This is an optimization exercise on Yosys and OpenROAD, whose aim is small area, a short achievable clock period and few clock cycles per item, not a production implementation.

## qspi_lmx_xpose
module qspi_lmx_xpose (
    input  wire        clk,
    input  wire        rst,
    input  wire        cfg_we,
    input  wire [4:0]  cfg_addr,
    input  wire [31:0] cfg_wdata,
    input  wire        start,
    output wire        busy,
    output reg         done,
    output reg  [14:0] xfer_len,
    output reg         warn_clamped,
    output reg         warn_mismatch,
    output reg         warn_all_empty,
    output reg         mem_req_valid,
    input  wire        mem_req_ready,
    output reg  [29:0] mem_req_addr,
    input  wire        mem_rsp_valid,
    input  wire [31:0] mem_rsp_data,
    output reg         out_valid,
    input  wire        out_ready,
    output reg  [31:0] out_data
);
    integer j, k;
    function ge15;
        input [14:0] a, b;
        reg g, l;
        integer i;
        begin
            g = 1'b0; l = 1'b0;
            for (i = 0; i < 15; i = i + 1) begin
                g = (a[i] & ~b[i]) | (~(~a[i] & b[i]) & g);
                l = (~a[i] & b[i]) | (~(a[i] & ~b[i]) & l);
            end
            ge15 = ~l;
        end
    endfunction
    reg [31:0] lane_ptr    [0:3];
    reg [31:0] lane_len    [0:3];
    reg [31:0] lane_pad    [0:3];
    reg [1:0]  lane_padlen [0:3];    
    reg [2:0]  lane_count;
    reg        busy_q;
    assign busy = busy_q;
    wire        wr_ok = cfg_we & ~busy_q & ~start;
    wire [31:0] wdat  = rst ? 32'd0 : cfg_wdata;
    wire [1:0]  wpl   = rst ? 2'd0  : cfg_wdata[1:0] - 2'd1;
    always @(posedge clk) begin
        for (j = 0; j < 4; j = j + 1) begin
  ...
For scale: roughly 3700 cells after synthesis, roughly 980 flip-flops, ~160 I/O pins, roughly 0.048 sq mm of cells after synthesis.
export LEC_CHECK = 0
export CAP_MARGIN = 20
export CORE_MARGIN = 2
export CORE_UTILIZATION = 60
export CTS_BUF_LIST = sky130_fd_sc_hd__clkbuf_4 sky130_fd_sc_hd__clkbuf_8
export CTS_CLUSTER_SIZE = 30
export SLEW_MARGIN = 20
create_clock -name core_clock -period 13.5 [get_ports {clk}]
standard.sh (not shown) runs the stock make flow with config.mk's settings and CLKGATE_MAP_FILE= SYNTH_SCRIPT=/design/flow/synth_recipe.tcl, a recipe that flattens the netlist after the stock synthesis.
==> flow/flow/run.sh <==
#!/bin/bash
# Standard ORFS layout, with faster port buffers and timing repair aimed
# well below the clock period.
set -euo pipefail
bash standard.sh SETUP_SLACK_MARGIN=9 "BUFFER_PORTS_ARGS=-buffer_cell sky130_fd_sc_hd__buf_4" finish > flow_make.log 2>&1
Edit:
--- a/flow/design.v
+++ b/flow/design.v
@@ -139,45 +139,39 @@
     reg        slast;          
     reg [1:0]  sl;
     reg [1:0]  slane;
     wire [1:0]  sl_nx   = (sl == nlast) ? 2'd0 : sl + 2'd1;
     wire [1:0]  lane_nx = perm[2*sl_nx +: 2];
     wire [15:0] sr_nx   = sr - 16'd4;
     reg  [14:0] pcur;
     wire [14:0] p_nx   = clf[lane_nx] + {13'd0, lane_ptr[lane_nx][1:0]};
     wire [14:0] p_sl   = clf[slane] + {13'd0, lane_ptr[slane][1:0]};
     wire [15:0] a_diff = {1'b0, pcur} - sr;
     wire [3:0]  a_top  = {sr[2], sr[2:0]} + {2'b00, a_diff[1:0]};
-    wire        a_ok   = ~a_diff[15] & (|a_diff[14:2]) & (~slast | (~a_top[3] & (a_top != 4'd0)));
+    wire        a_ok   = ~a_diff[15] & (~slast | (~a_top[3] & (a_top != 4'd0)));
     reg        b_v;
     reg [1:0]  b_lane;
     reg [12:0] b_d;
-    reg  [3:0]  pfm;
-    wire        pf_v    = |pfm;
-    wire [1:0]  pf_lane = pfm[0] ? 2'd0 : pfm[1] ? 2'd1 : pfm[2] ? 2'd2 : 2'd3;
-    wire [1:0]  c_nlane = pf_v ? pf_lane : b_lane;
-    wire [29:0] b_addr  = lane_ptr[c_nlane][31:2] + {17'd0, b_d & {13{~pf_v}}};
+    wire [29:0] b_addr = lane_ptr[b_lane][31:2] + {17'd0, b_d};
     reg [1:0]  c_lane;
     reg [1:0]  tq [0:3];
     reg [1:0]  tw, tr;
     reg [2:0]  tcnt;
     wire c_acc  = mem_req_valid & mem_req_ready;
     reg  [3:0] room;
     always @(*) begin
         for (j = 0; j < 4; j = j + 1)
             room[j] = ~alloc[j][1] | (~alloc[j][0] & ~stv[j] & idata[j] & (bsel[j] == 2'd3));
     end
-    wire c_can  = (~mem_req_valid | mem_req_ready) & ((tcnt + {2'd0, mem_req_valid}) <= 3'd3);
-    wire pf_go  = pf_v & c_can;
-    wire b_go   = b_v & room[b_lane] & c_can & ~pf_v;
-    wire c_load = pf_go | b_go;
+    wire b_go   = b_v & room[b_lane] & (~mem_req_valid | mem_req_ready)
+                  & ((tcnt + {2'd0, mem_req_valid}) <= 3'd3);
     wire a_step = scan_act & ~init2 & (~b_v | b_go);
     wire [1:0] rsp_lane = tq[tr];
     reg  [3:0] early;
     always @(*) begin
         for (j = 0; j < 4; j = j + 1)
             early[j] = swp[j] ? sv1[j] : sv0[j];
     end
     reg [3:0]  hv;
     reg [3:0]  pop;
     reg [7:0]  lbyte [0:3];
     reg [7:0]  pbyte [0:3];
@@ -238,23 +232,22 @@
             warn_clamped   <= 1'b0;
             warn_mismatch  <= 1'b0;
             warn_all_empty <= 1'b0;
             ro             <= 15'd0;
             init1          <= 1'b0;
             init2          <= 1'b0;
             init3          <= 1'b0;
             out_valid      <= 1'b0;
             mem_req_valid  <= 1'b0;
             scan_act       <= 1'b0;
             b_v            <= 1'b0;
-            pfm            <= 4'd0;
             tw             <= 2'd0;
             tr             <= 2'd0;
             tcnt           <= 3'd0;
             sv0            <= 4'd0;
             stv            <= 4'd0;
             sv1            <= 4'd0;
             swp            <= 4'd0;
             srp            <= 4'd0;
             mm_done        <= 1'b1;
             for (j = 0; j < 4; j = j + 1)
                 alloc[j] <= 2'd0;
@@ -269,69 +262,64 @@
             end else if (fin) begin
                 busy_q  <= 1'b0;
             end
             if (init1) begin
                 xfer_len       <= l_calc;
                 ro             <= l_calc;
                 warn_clamped   <= |(used & over);
                 warn_all_empty <= (|lane_count) & ~(|el);
             end else if (load) begin
                 ro             <= rm1;
             end
-            if (init2) begin
+            if (init2)
                 pcur     <= p_sl;
-                sr       <= {1'b0, xfer_len} - 16'd4;
-                slast    <= (xfer_len <= 15'd5);
-            end
             if (init1) begin
                 scan_act <= |l_calc;
+                sr       <= {1'b0, l_calc};
+                slast    <= ~(|l_calc[14:1]);
                 sl       <= 2'd0;
                 slane    <= perm_c[1:0];
                 perm     <= perm_c;
             end else if (a_step) begin
                 sl       <= sl_nx;
                 slane    <= lane_nx;
                 pcur     <= p_nx;
                 if (sl == nlast) begin
                     if (slast) scan_act <= 1'b0;
                     sr    <= sr_nx;
                     slast <= sr_nx[15] | ~(|sr_nx[14:1]);
                 end
             end
             if (a_step) begin
                 b_v    <= a_ok;
                 b_lane <= slane;
                 b_d    <= a_diff[14:2];
             end else if (b_go) begin
                 b_v    <= 1'b0;
             end
-            if (start_acc)
-                pfm <= el;
-            else if (pf_go)
-                pfm[pf_lane] <= 1'b0;
-            if (c_load) begin
+            if (b_go) begin
                 mem_req_valid <= 1'b1;
                 mem_req_addr  <= b_addr;
-                c_lane        <= c_nlane;
+                c_lane        <= b_lane;
             end else if (c_acc) begin
                 mem_req_valid <= 1'b0;
             end
             if (c_acc) begin
                 tq[tw] <= c_lane;
                 tw     <= tw + 2'd1;
             end
             if (mem_rsp_valid)
                 tr <= tr + 2'd1;
             tcnt <= tcnt + {2'd0, c_acc} - {2'd0, mem_rsp_valid};
             for (j = 0; j < 4; j = j + 1) begin
-                alloc[j] <= alloc[j] + {1'b0, c_load & (c_nlane == j[1:0])} - {1'b0, pop[j]};
+                alloc[j] <= alloc[j] + {1'b0, b_go & (b_lane == j[1:0])} - {1'b0, pop[j]};
                 if (stv[j] & ~snp[j])
                     stv[j] <= 1'b0;
                 if (mem_rsp_valid & (rsp_lane == j[1:0])) begin
                     swp[j] <= ~swp[j];
                     if (swp[j]) sv1[j] <= 1'b1; else sv0[j] <= 1'b1;
                     if (early[j]) begin
                         stv[j] <= 1'b1;
                         snp[j] <= ~pop[j];
                     end
                 end
                 if (pop[j]) begin
The changed run went through all stages and came out clean.
First-iteration DRC count went down by 5.1%.
Utilization climbs by 0.42 points.
Cell count goes down by 4.5%.
Via count decreases by 4.2%.
Die area falls by 1.5%.
Synthesized area went down by 1.5%.
Clock-buffer cell count went down by 13.
Routed wire length rose by 0.89%.
Sequential cell count falls by 4.
Worst hold slack is worse by 0.042 ns.
Global-route usage went up by 0.85 points.
No functional check of the RTL was part of any run of this note.

-- port drivers added, routing unchanged --
The flow's constraints put no driver on any port. The routed layouts listed below were extracted and timed again, unchanged, in two steps.
Step 1, drivers: a clkbuf_16 drives clk and a buf_2 each remaining input, both assumed.
Step 2 also shifts input and output timing later by t, the mid clock arrival at the registers, as if the neighbouring blocks saw the same clock.
Slacks: ideal / step 1 / step 2; pairs: ideal / step 1.
| run | t (ns) | setup WS [ns] | worst setup path after step 2 |
|---|---|---|---|
| the first run | 0.883 | 9.015 / 9.015 / 8.243 | input to register |
| the second run | 0.886 | 8.986 / 8.986 / 8.304 | input to register |
After both steps setup and hold are still met in every run listed. The setup slack of the first run, which loses most, moves by 0.000 ns with the drivers and by -0.772 ns with both steps.
